From an optimization exercise on the open Yosys and OpenROAD flow, aimed at small area, a short achievable clock period and few clock cycles; shortcuts taken in it are not production practice.
RTL that was checked went through simulation tests only; none was proved equivalent to the original.
Power is estimated from default activity; no workload was simulated.

==> module pcm_cfgderive, before the edit <==
module pcm_cfgderive (
    input  wire        clk,
    input  wire        rst,           
    input  wire        start,
    output wire        ready,
    input  wire [7:0]  cfg,           
    input  wire [31:0] rate,
    input  wire [31:0] chunk,
    output reg         done,
    output wire [3:0]  result,        
    output wire [31:0] desc,          
    output wire [31:0] period,        
    output wire [31:0] chunk_eff      
);
    localparam [21:0] C2M = 22'd2000000;
    reg         run;         
    reg  [19:0] r_rate;
    reg  [19:0] rem;
    reg  [20:0] qm;          
    reg  [1:0]  dd;          
    reg         r_exact;     
    reg  [2:0]  r_res;
    reg         d_w8, d_w16, d_sgn, d_ord;
    reg  [12:0] r_ce;
    assign ready = !run;
    wire accept = start && !run;
    wire       w8     = (cfg[4:0] == 5'd8);
    wire       w16    = (cfg[4:0] == 5'd16);
    wire       bad_w  = !(w8 || w16);
    wire       bad_s  = (cfg[6:5] == 2'd3);
    wire       bad_r  = (rate == 32'd0);
    wire       bad_c  = (|chunk[31:13]) || (chunk[12] && (|chunk[11:0]));
    wire       ok     = !(bad_w || bad_s || bad_r || bad_c);
    wire       big    = |rate[31:20];     
    wire [2:0] res_in = bad_w ? 3'd1 : bad_s ? 3'd2 : bad_r ? 3'd3 : bad_c ? 3'd4 : 3'd0;
    wire       sgn    = cfg[6] ? 1'b1 : cfg[5] ? 1'b0 : w16;
    wire       exact  = (rate == 32'd128)   || (rate == 32'd640)   || (rate == 32'd3200) ||
                        (rate == 32'd16000) || (rate == 32'd80000) || (rate == 32'd400000);
    wire        c_small = ~|chunk[12:7];
    wire [12:0] c_up    = chunk[12:0] + {12'd0, w16 && chunk[0]};
    wire [12:0] ce_in   = c_small ? 13'd128 : c_up;
    reg  [20:0] mark0;
    reg  [19:0] rem0;
    reg  [1:0]  dd0;
    integer i;
    always @* begin
        mark0 = 21'd0;
        rem0  = 20'd0;
        dd0   = 2'd0;
        for (i = 0; i < 20; i = i + 1) begin
            if (rate[i] && !(|(rate[19:0] >> (i + 1)))) begin
                mark0[i + (i & 1)] = 1'b1;
                rem0 = rem0 | (C2M >> (22 - (i + (i & 1))));
                dd0  = dd0 | {C2M[21 - (i + (i & 1))], C2M[20 - (i + (i & 1))]};
            end
        end
    end
    reg  [1:0]  dd_nx;
    reg         above;
    always @* begin
        dd_nx = 2'd0;
        above = 1'b0;
        for (i = 20; i >= 0; i = i - 1) begin
            if (qm[i] && !above && (i % 2 == 0) && i <= 18)
                dd_nx = {C2M[19 - i], C2M[18 - i]};
            above = above | qm[i];
        end
    end
    wire [22:0] x   = {3'b000, rem, dd};
    wire [22:0] r1  = {3'b000, r_rate};
    wire [22:0] r2  = {2'b00, r_rate, 1'b0};
    wire [22:0] r3   = r1 + r2;
    wire [22:0] sub1 = x - r1;
    wire [22:0] sub2 = x - r2;
    wire [22:0] sub3 = x - r3;
    wire        ge1 = !sub1[22];
    wire        ge2 = !sub2[22];
    wire        ge3 = !sub3[22];
    wire        qb1 = ge2;
    wire        qb2 = ge3 | (ge1 & !ge2);
    wire [19:0] rem2 = ge3 ? sub3[19:0] : ge2 ? sub2[19:0] : ge1 ? sub1[19:0] : x[19:0];
    wire        fin   = qm[20];
    wire        rnd   = qb2 && !r_exact;
    wire [18:0] hi_p1 = qm[18:0] + 19'd1;
    wire [18:0] hi_nx = (fin && ge3 && !r_exact) ? hi_p1 : qm[18:0];
    always @(posedge clk) begin
        if (run) begin
            rem <= rem2;
            qm  <= {hi_nx, fin ? qb1 ^ rnd : qb1, qb2};
            dd  <= dd_nx;
        end else begin
            r_rate <= rate[19:0];
            rem    <= rem0;
            qm     <= big ? 21'd2 : mark0;
            r_exact <= exact;
            dd     <= dd0;
            r_res  <= res_in;
            d_w8   <= ok && w8;
            d_w16  <= ok && w16;
            d_sgn  <= ok && sgn;
            d_ord  <= ok && cfg[7];
            r_ce   <= ce_in;
        end
    end
    always @(posedge clk) begin
        if (rst) begin
            run  <= 1'b0;
            done <= 1'b0;
        end else if (run) begin
            run  <= !qm[20];
            done <= qm[20];
        end else begin
            run  <= accept && ok && !big;
            done <= accept && !(ok && !big);
        end
    end
    wire d_ok = d_w8 | d_w16;
    assign result    = {1'b0, r_res};
    assign desc      = {7'd0, d_w8, 7'd0, d_ok, 12'd0, d_ord, d_sgn, d_w16, d_w8};
    assign period    = {12'd0, qm[20:1] & {20{d_ok}}};
    assign chunk_eff = {19'd0, r_ce & {13{d_ok}}};
endmodule
==> flow/config.mk <==
export PLATFORM = sky130hd
export DESIGN_NAME = pcm_cfgderive
export DESIGN_NICKNAME = pcm_cfgderive
export VERILOG_FILES = /design/flow/design.v
export SDC_FILE = /design/flow/constraint.sdc
export NUM_CORES = 4
export LEC_CHECK = 0
export CAP_MARGIN = 20
export CORE_MARGIN = 2
export CORE_UTILIZATION = 40
export SLEW_MARGIN = 20
==> flow/constraint.sdc <==
create_clock -name core_clock -period 10.0 [get_ports {clk}]
set_input_delay 2.0000 -clock core_clock [delete_from_list [all_inputs] [get_ports {clk}]]
set_output_delay 2.0000 -clock core_clock [all_outputs]
set_load 0.01 [all_outputs]
standard.sh (not shown) runs the stock make flow with config.mk's settings and CLKGATE_MAP_FILE= SYNTH_SCRIPT=/design/flow/synth_recipe.tcl, a recipe that flattens the netlist after the stock synthesis.
==> flow/flow/run.sh <==
#!/bin/bash
# Layout flow: the standard ORFS flow (standard.sh) with its standard
# synthesis, changed only in how the layout is optimised:
#  - port buffers of sky130_fd_sc_hd__buf_1 instead of the resizer's pick,
#  - a clock tree of clkbuf_4/clkbuf_8 buffers without dummy loads,
#  - repair_timing aiming at a setup margin of MARGIN ns.
# The make run's full output goes to standard.log in this folder; ORFS's
# per-step logs stay under orfs/logs.
set -uo pipefail
MARGIN=6
export BUFFER_PORTS_ARGS="-buffer_cell sky130_fd_sc_hd__buf_1"
export CTS_ARGS="-sink_clustering_enable -repair_clock_nets -buf_list {sky130_fd_sc_hd__clkbuf_4 sky130_fd_sc_hd__clkbuf_8} -dont_use_dummy_load"
bash standard.sh SETUP_SLACK_MARGIN=$MARGIN finish > standard.log 2>&1
The first run ran to the end with no violations.
Testbench counts at the start, summed over its fixed seeds: cycles 6,097.
==> next run, changes <==
--- a/flow/design.v
+++ b/flow/design.v
@@ -38,5 +38,6 @@
                         (rate == 32'd16000) || (rate == 32'd80000) || (rate == 32'd400000);
     wire        c_small = ~|chunk[12:7];
-    wire [12:0] c_up    = chunk[12:0] + {12'd0, w16 && chunk[0]};
+    wire [11:0] c_half  = chunk[12:1] + {11'd0, chunk[0]};
+    wire [12:0] c_up    = w16 ? {c_half, 1'b0} : chunk[12:0];
     wire [12:0] ce_in   = c_small ? 13'd128 : c_up;
     reg  [20:0] mark0;
The changed run completed without violations. Die area rises by 0.88%. Clock power is about the same. Worst setup slack gets worse by 64 ps. Core utilization fell by 0.18 points. Power shrinks by 0.71%. Global-route usage is higher by 0.23 points. Cell count goes down by about 0.6%. Combinational power decreases by about 3%. Non-clock buffer count drops by 4. Cell area is about the same.
Only the layout flow was run in the second run of this note; the RTL was not checked for function there.

The RTL this note starts from:
==> flow/design.v <==
module pcm_cfgderive (
    input  wire        clk,
    input  wire        rst,           
    input  wire        start,
    output wire        ready,
    input  wire [7:0]  cfg,           
    input  wire [31:0] rate,
    input  wire [31:0] chunk,
    output reg         done,
    output wire [3:0]  result,        
    output wire [31:0] desc,          
    output wire [31:0] period,        
    output wire [31:0] chunk_eff      
);
    localparam [21:0] C2M = 22'd2000000;
    reg         run;         
    reg  [19:0] r_rate;
    reg  [19:0] rem;
    reg  [20:0] qm;          
    reg  [1:0]  dd;          
    reg  [2:0]  r_res;
    reg         d_w8, d_w16, d_sgn, d_ord;
    reg  [12:0] r_ce;
    assign ready = !run;
    wire accept = start && !run;
    wire       w8     = (cfg[4:0] == 5'd8);
    wire       w16    = (cfg[4:0] == 5'd16);
    wire       bad_w  = !(w8 || w16);
    wire       bad_s  = (cfg[6:5] == 2'd3);
    wire       bad_r  = (rate == 32'd0);
    wire       bad_c  = (|chunk[31:13]) || (chunk[12] && (|chunk[11:0]));
    wire       ok     = !(bad_w || bad_s || bad_r || bad_c);
    wire       big    = |rate[31:20];     
    wire [2:0] res_in = bad_w ? 3'd1 : bad_s ? 3'd2 : bad_r ? 3'd3 : bad_c ? 3'd4 : 3'd0;
    wire       sgn    = cfg[6] ? 1'b1 : cfg[5] ? 1'b0 : w16;
    wire        c_small = ~|chunk[12:7];
    wire [11:0] c_half  = chunk[12:1] + {11'd0, chunk[0]};
    wire [12:0] c_up    = w16 ? {c_half, 1'b0} : chunk[12:0];
    wire [12:0] ce_in   = !ok ? 13'd0 : c_small ? 13'd128 : c_up;
    reg  [20:0] mark0;
    reg  [19:0] rem0;
    reg  [1:0]  dd0;
    integer i;
    always @* begin
        mark0 = 21'd0;
        rem0  = 20'd0;
        dd0   = 2'd0;
        for (i = 0; i < 20; i = i + 1) begin
            if (rate[i] && !(|(rate[19:0] >> (i + 1)))) begin
                mark0[i + (i & 1)] = 1'b1;
                rem0 = rem0 | (C2M >> (22 - (i + (i & 1))));
                dd0  = dd0 | {C2M[21 - (i + (i & 1))], C2M[20 - (i + (i & 1))]};
            end
        end
    end
    reg  [1:0]  dd_nx;
    reg         above;
    always @* begin
        dd_nx = 2'd0;
        above = 1'b0;
        for (i = 20; i >= 0; i = i - 1) begin
            if (qm[i] && !above && (i % 2 == 0) && i <= 18)
                dd_nx = {C2M[19 - i], C2M[18 - i]};
            above = above | qm[i];
        end
    end
    wire [20:0] sh1  = {rem, dd[1]};
    wire [21:0] sub1 = {1'b0, sh1} - {2'b00, r_rate};
    wire        qb1  = !sub1[21];
    wire [19:0] rem1 = qb1 ? sub1[19:0] : sh1[19:0];
    wire [20:0] sh2  = {rem1, dd[0]};
    wire [21:0] sub2 = {1'b0, sh2} - {2'b00, r_rate};
    wire        qb2  = !sub2[21];
    wire [19:0] rem2 = qb2 ? sub2[19:0] : sh2[19:0];
    always @(posedge clk) begin
        if (run) begin
            rem <= rem2;
            qm  <= {qm[18:0], qb1, qb2};
            dd  <= dd_nx;
        end else begin
            r_rate <= rate[19:0];
            rem    <= rem0;
            qm     <= !ok ? 21'd0 : big ? 21'd2 : mark0;
            dd     <= dd0;
            r_res  <= res_in;
            d_w8   <= ok && w8;
            d_w16  <= ok && w16;
            d_sgn  <= ok && sgn;
            d_ord  <= ok && cfg[7];
            r_ce   <= ce_in;
        end
    end
    always @(posedge clk) begin
        if (rst) begin
            run  <= 1'b0;
            done <= 1'b0;
        end else if (run) begin
            run  <= !qm[20];
            done <= qm[20];
        end else begin
            run  <= accept && ok && !big;
            done <= accept && !(ok && !big);
        end
    end
    wire d_ok = d_w8 | d_w16;
    assign result    = {1'b0, r_res};
    assign desc      = {7'd0, d_w8, 7'd0, d_ok, 12'd0, d_ord, d_sgn, d_w16, d_w8};
    assign period    = {12'd0, qm[20:1] + {19'd0, qm[0] && (|rem)}};
    assign chunk_eff = {19'd0, r_ce};
endmodule
clock: 10.0 ns
lec_check: 0
abc_clock_period_in_ps: 4000
cap_margin: 20
core_margin: 2
core_utilization: 40
slew_margin: 20
==> flow/flow/run.sh <==
#!/bin/bash
# Layout flow: the standard ORFS flow (standard.sh), with
#  - port buffers of a small cell instead of the resizer's default pick,
#  - a clock tree of smaller buffers without dummy loads,
#  - repair_timing aiming at a setup margin below the clock period.
# Each make run's full output goes to a log file in this folder.
set -uo pipefail
MARGIN=${MARGIN:-6}
export BUFFER_PORTS_ARGS="-buffer_cell sky130_fd_sc_hd__buf_2"
export CTS_ARGS="-sink_clustering_enable -repair_clock_nets -buf_list {sky130_fd_sc_hd__clkbuf_4 sky130_fd_sc_hd__clkbuf_8} -dont_use_dummy_load"
bash standard.sh SETUP_SLACK_MARGIN=$MARGIN finish > standard.log 2>&1
Rerun with:
--- a/flow/design.v
+++ b/flow/design.v
@@ -19,4 +19,5 @@
     reg  [20:0] qm;          
     reg  [1:0]  dd;          
+    reg         r_exact;     
     reg  [2:0]  r_res;
     reg         d_w8, d_w16, d_sgn, d_ord;
@@ -34,4 +35,6 @@
     wire [2:0] res_in = bad_w ? 3'd1 : bad_s ? 3'd2 : bad_r ? 3'd3 : bad_c ? 3'd4 : 3'd0;
     wire       sgn    = cfg[6] ? 1'b1 : cfg[5] ? 1'b0 : w16;
+    wire       exact  = (rate == 32'd128)   || (rate == 32'd640)   || (rate == 32'd3200) ||
+                        (rate == 32'd16000) || (rate == 32'd80000) || (rate == 32'd400000);
     wire        c_small = ~|chunk[12:7];
     wire [11:0] c_half  = chunk[12:1] + {11'd0, chunk[0]};
@@ -65,16 +68,26 @@
         end
     end
-    wire [20:0] sh1  = {rem, dd[1]};
-    wire [21:0] sub1 = {1'b0, sh1} - {2'b00, r_rate};
-    wire        qb1  = !sub1[21];
-    wire [19:0] rem1 = qb1 ? sub1[19:0] : sh1[19:0];
-    wire [20:0] sh2  = {rem1, dd[0]};
-    wire [21:0] sub2 = {1'b0, sh2} - {2'b00, r_rate};
-    wire        qb2  = !sub2[21];
-    wire [19:0] rem2 = qb2 ? sub2[19:0] : sh2[19:0];
+    wire [22:0] x   = {3'b000, rem, dd};
+    wire [22:0] r1  = {3'b000, r_rate};
+    wire [22:0] r2  = {2'b00, r_rate, 1'b0};
+    wire [22:0] sub1 = x - r1;
+    wire [22:0] sub2 = x - r2;
+    wire [22:0] cs_s = x ^ ~r1 ^ ~r2;
+    wire [22:0] cs_c = (x & ~r1) | (x & ~r2) | (~r1 & ~r2);
+    wire [22:0] sub3 = cs_s + {cs_c[21:0], 1'b0} + 23'd2;
+    wire        ge1 = !sub1[22];
+    wire        ge2 = !sub2[22];
+    wire        ge3 = !sub3[22];
+    wire        qb1 = ge2;
+    wire        qb2 = ge3 | (ge1 & !ge2);
+    wire [19:0] rem2 = ge3 ? sub3[19:0] : ge2 ? sub2[19:0] : ge1 ? sub1[19:0] : x[19:0];
+    wire        fin   = qm[20];
+    wire        rnd   = qb2 && !r_exact;
+    wire [18:0] hi_p1 = qm[18:0] + 19'd1;
+    wire [18:0] hi_nx = (fin && ge3 && !r_exact) ? hi_p1 : qm[18:0];
     always @(posedge clk) begin
         if (run) begin
             rem <= rem2;
-            qm  <= {qm[18:0], qb1, qb2};
+            qm  <= {hi_nx, fin ? qb1 ^ rnd : qb1, qb2};
             dd  <= dd_nx;
         end else begin
@@ -82,4 +95,5 @@
             rem    <= rem0;
             qm     <= !ok ? 21'd0 : big ? 21'd2 : mark0;
+            r_exact <= exact;
             dd     <= dd0;
             r_res  <= res_in;
@@ -106,5 +120,5 @@
     assign result    = {1'b0, r_res};
     assign desc      = {7'd0, d_w8, 7'd0, d_ok, 12'd0, d_ord, d_sgn, d_w16, d_w8};
-    assign period    = {12'd0, qm[20:1] + {19'd0, qm[0] && (|rem)}};
+    assign period    = {12'd0, qm[20:1]};
     assign chunk_eff = {19'd0, r_ce};
 endmodule
Global-route usage hardly moves.
Register-to-register slack improved by 930 ps.
Routed wire length came out higher by a quarter to a third.
Clock-buffer cell count does not change.
Worst hold slack gets better by 76 ps.
Sequential power rises slightly.
Worst setup slack gets better by 840 ps.
Testbench counts after the change, summed over its fixed seeds: cycles 6,097.
The RTL of the first run of this note was laid out without a check of its function.

==> separate check: timing with driven ports <==
The flow's constraints put no driver on any port. The routed layouts listed below were extracted and timed again, unchanged, in two steps.
Step 1 assumes that a clkbuf_16 drives the clock port and a buf_2 every other input.
Step 2 adds t to the input delays and takes it off the output delays; t is the mean of the earliest and latest rising clock arrival at the registers after step 1. Input paths then give back, and output paths get back, about the clock's delay inside the block.
Three values: ideal, step 1, step 2; two values: the first two.
run | t, ns | setup WS [ns] | hold WS [ns] | worst register clock-pin slew, ns
the first run of note 1 | 0.408 | 6.151 / 6.151 / 5.877 | 0.520 / 0.520 / 0.520 | 0.09 / 0.09
the second run of note 1 | 0.412 | 6.087 / 6.087 / 5.842 | 0.517 / 0.517 / 0.517 | 0.09 / 0.09
the first run of note 2 | 0.374 | 5.260 / 5.260 / 5.260 | 0.497 / 0.497 / 0.497 | 0.09 / 0.09
the second run of note 2 | 0.391 | 6.098 / 6.105 / 5.714 | 0.573 / 0.573 / 0.573 | 0.09 / 0.09
After both steps setup and hold are still met in every run listed. The setup slack of the second run of note 2, which loses most, moves by +0.007 ns with the drivers and by -0.384 ns with both steps.
